This design comes from an exercise in tuning for small area, a short achievable clock period and few clock cycles on the open sky130 flow, not from production work.
At most, simulation tests tie the RTL to the original design; equivalence was not proved.
Power figures rest on the tool's default switching activity, not on a simulated workload.

Design tape_core, start of the top module:
module tape_core (
    input  wire        clk,
    input  wire        rst,             
    input  wire        ld_tape,         
    input  wire        ld_exp,          
    input  wire        ld_plen,         
    input  wire        ld_elen,         
    input  wire [3:0]  ld_addr,
    input  wire [4:0]  ld_data,
    input  wire        launch,
    input  wire        launch_mode,     
    input  wire [63:0] launch_a,
    input  wire [63:0] launch_b,
    input  wire [63:0] launch_c,
    output reg  [2:0]  status,
    output reg  [1:0]  result,
    output reg  [2:0]  cause,
    output reg  [4:0]  epc,
    output reg  [5:0]  einsn,
    output reg  [15:0] ocnt,
    output reg  [4:0]  ip,
    output reg  [63:0] reg_a,
    output reg  [63:0] reg_b,
    output reg  [63:0] reg_c,
    output reg         emit_valid,
    output wire [15:0] emit_index,
    output reg  [2:0]  emit_digit
);
    localparam ST_IDLE    = 3'd0;
    localparam ST_RUNNING = 3'd1;
    localparam ST_HALTED  = 3'd2;
  ...
Settings: LEC_CHECK=0, CAP_MARGIN=20, CORE_MARGIN=2, CORE_UTILIZATION=40, SETUP_SLACK_MARGIN=4, SLEW_MARGIN=20; clock period 9.0 ns.
run.sh (not shown) runs the stock make flow with config.mk's settings and CLKGATE_MAP_FILE= SYNTH_SCRIPT=/design/flow/synth_recipe.tcl, a recipe that flattens the netlist after the stock synthesis.
Testbench counts at the start, summed over its fixed seeds: cycles 30,018.
Then changed:
--- a/flow/design.v
+++ b/flow/design.v
@@ -20,13 +20,13 @@
     output reg  [15:0] ocnt,
     output reg  [4:0]  ip,
     output reg  [63:0] reg_a,
     output reg  [63:0] reg_b,
     output reg  [63:0] reg_c,
     output reg         emit_valid,
-    output wire [15:0] emit_index,
+    output reg  [15:0] emit_index,
     output reg  [2:0]  emit_digit
 );
     localparam ST_IDLE    = 3'd0;
     localparam ST_RUNNING = 3'd1;
     localparam ST_HALTED  = 3'd2;
     localparam ST_ABORTED = 3'd3;
@@ -187,13 +187,15 @@
     wire [63:0] dres   = (big && !micro) ? 64'd0 : sh;
     wire        nz_a   = (reg_a != 64'd0);
     wire [1:0]  lsh    = isdiv0 ? r0[1:0] : r1[1:0];
     wire [5:0]  a_lsh  = reg_a[5:0] >> lsh;
     wire [2:0]  d_lo   = a_lsh[2:0];
     wire        nz_q   = (reg_a[63:6] != 58'd0) || (a_lsh != 6'd0);
-    reg  sm_a, sm_b, sm_c;
+    wire sm_a = (reg_a[63:3] == 61'd0);
+    wire sm_b = (reg_b[63:3] == 61'd0);
+    wire sm_c = (reg_c[63:3] == 61'd0);
     reg  small_k;
     always @(*) begin
         case (kr)
             3'd4: small_k = sm_a;
             3'd5: small_k = sm_b || (div_s1 && o0 == 3'd2);
             3'd6: small_k = sm_c;
@@ -257,13 +259,13 @@
                     wrB = 1'b1;
                     hB = 1'b0; hD = 1'b1; lB = 1'b0; lD = 1'b1;
                 end
                 3'd7: wrC = 1'b1;
                 default: ;
             endcase
-            if (pair_ok) begin
+            if (issue1) begin
                 case (o1)
                     3'd0: wrA = 1'b1;
                     3'd1: begin wrB = 1'b1; lL = lL ^ r1; end
                     3'd2: begin
                         wrB = 1'b1;
                         hB = 1'b0; hC = 1'b0; hD = 1'b0;
@@ -312,13 +314,12 @@
     assign b_new[63:3] = ({61{hD}} & dres[63:3]) ^ ({61{hB}} & reg_b[63:3]) ^
                          ({61{hC}} & reg_c[63:3]);
     assign b_new[2:0]  = ({3{lD}} & dres[2:0]) ^ ({3{lB}} & b_lo) ^
                          ({3{lC}} & c_lo) ^ ({3{lA}} & a_lo) ^ lL;
     wire [2:0]  edig   = ({3{dD}} & d_lo) ^ ({3{dB}} & b_lo) ^
                          ({3{dC}} & c_lo) ^ ({3{dA}} & a_lo) ^ dL;
-    assign emit_index = ocnt - {15'd0, emit_valid};
     wire emitted = !micro && (emit0 || (issue1 && emit1));
     wire [15:0] ocnt_p1 = ocnt + 16'd1;
     wire abort1  = issue1 && emit1 && mode && (past_end || (exp_d != edig));
     wire [15:0] ocnt_n = emitted ? ocnt_p1 : ocnt;
     wire        eq0    = (ocnt == {11'd0, elen});
     wire        eq1    = (ocnt_p1 == {11'd0, elen});
@@ -428,32 +429,27 @@
             cause      <= 3'd0;
             epc        <= 5'd0;
             einsn      <= 6'd0;
             ocnt       <= 16'd0;
             ip         <= 5'd0;
             reg_a      <= 64'd0;
-            sm_a       <= 1'b1;
-            sm_b       <= 1'b1;
-            sm_c       <= 1'b1;
             reg_b      <= 64'd0;
             reg_c      <= 64'd0;
             plen       <= 5'd0;
             elen       <= 5'd0;
             mode       <= 1'b0;
             emit_valid <= 1'b0;
+            emit_index <= 16'd0;
             emit_digit <= 3'd0;
         end else begin
             emit_valid <= 1'b0;
             if (!running) begin
                 if (ld_plen) plen <= ld_data;
                 if (ld_elen) elen <= ld_data;
                 if (launch) begin
                     reg_a  <= launch_a;
-                    sm_a   <= (launch_a[63:3] == 61'd0);
-                    sm_b   <= (launch_b[63:3] == 61'd0);
-                    sm_c   <= (launch_c[63:3] == 61'd0);
                     reg_b  <= launch_b;
                     reg_c  <= launch_c;
                     mode   <= launch_mode;
                     ip     <= 5'd0;
                     ocnt   <= 16'd0;
                     einsn  <= 6'd0;
@@ -475,14 +471,12 @@
                         cause   <= 3'd0;
                         epc     <= 5'd0;
                     end
                 end
             end else if (micro) begin
                 if (wrA && micro_wr) reg_a <= dres;
-                if (wrB && micro_wr) sm_b <= 1'b0;
-                if (wrC && micro_wr) sm_c <= 1'b0;
                 if (wrB && micro_wr) reg_b <= b_new;
                 if (wrC && micro_wr) reg_c <= dres;
                 if (ph_shift) begin
                     rem     <= rem_n;
                     stk_acc <= stk_n;
                     if (rem[6:3] == 4'd0) begin
@@ -520,20 +514,19 @@
                 status  <= ST_FAULTED;
                 running <= 1'b0;
                 cause   <= rsv0 ? CAUSE_RSV_COMBO : CAUSE_NEG_EXP;
                 epc     <= ip;
                 einsn   <= {o0, r0};
             end else begin
-                if (wrA && !abort0) reg_a <= dres;
-                if (wrB && !abort0) sm_b <= (!hB || sm_b) && (!hC || sm_c) && (!hD || sm_a);
-                if (wrC && !abort0) sm_c <= sm_a;
-                if (wrB && !abort0) reg_b <= b_new;
-                if (wrC && !abort0) reg_c <= dres;
+                if (wrA) reg_a <= dres;
+                if (wrB) reg_b <= b_new;
+                if (wrC) reg_c <= dres;
                 ocnt <= ocnt_n;
                 if (emitted) begin
                     emit_valid <= 1'b1;
+                    emit_index <= ocnt;
                     emit_digit <= edig;
                 end
                 dsel    <= (o0 == 3'd0) ? 2'd0 : (o0 == 3'd6) ? 2'd1 : 2'd2;
                 rem     <= (big || k_short) ? 7'd0 : {1'b0, k} - 7'd7;
                 carry   <= 1'b1;
                 stk_acc <= stk && !big;
The new run passed the timing, DRC and antenna checks. Sequential cell count increases by 13. Worst hold slack is worse by 0.012 ns. Design area falls by about 3%. Worst setup slack degrades by 0.052 ns. Combinational power decreases by 21%. Clock skew shrinks by 0.016 ns.
For the second run of this note, only the layout was checked, not whether the RTL still works.

## static timing again, ports no longer ideal
No port has a modelled driver above. Below, the same layouts with a new extraction and two added sets of constraints.
Step 1 (the two cells are an assumption about what drives the block):
set clk [get_ports {clk}]
set_driving_cell -lib_cell sky130_fd_sc_hd__clkbuf_16 $clk
set_driving_cell -lib_cell sky130_fd_sc_hd__buf_2 [delete_from_list [all_inputs] $clk]
Step 2, shift: input delay + t, output delay - t, t = (earliest + latest rising clock arrival at the registers) / 2. This alone moves slack from input paths to output paths.
a / b / c = ideal / step 1 / step 2; a / b = the first two.
| run | t (ns) | setup WS [ns] | worst hold slack (ns) | worst setup path at the end | worst register clock-pin slew, ns |
|---|---|---|---|---|---|
| the first run | 0.675 | 4.024 / 4.024 / 3.804 | 0.467 / 0.467 / 0.467 | input to register | 0.07 / 0.07 |
| the second run | 0.673 | 3.971 / 3.971 / 3.963 | 0.455 / 0.455 / 0.455 | input to register | 0.07 / 0.07 |
After both steps every run listed still meets setup and hold. For the first run, which loses most, drivers alone change the setup slack by 0.000 ns; drivers and shift together by -0.220 ns.
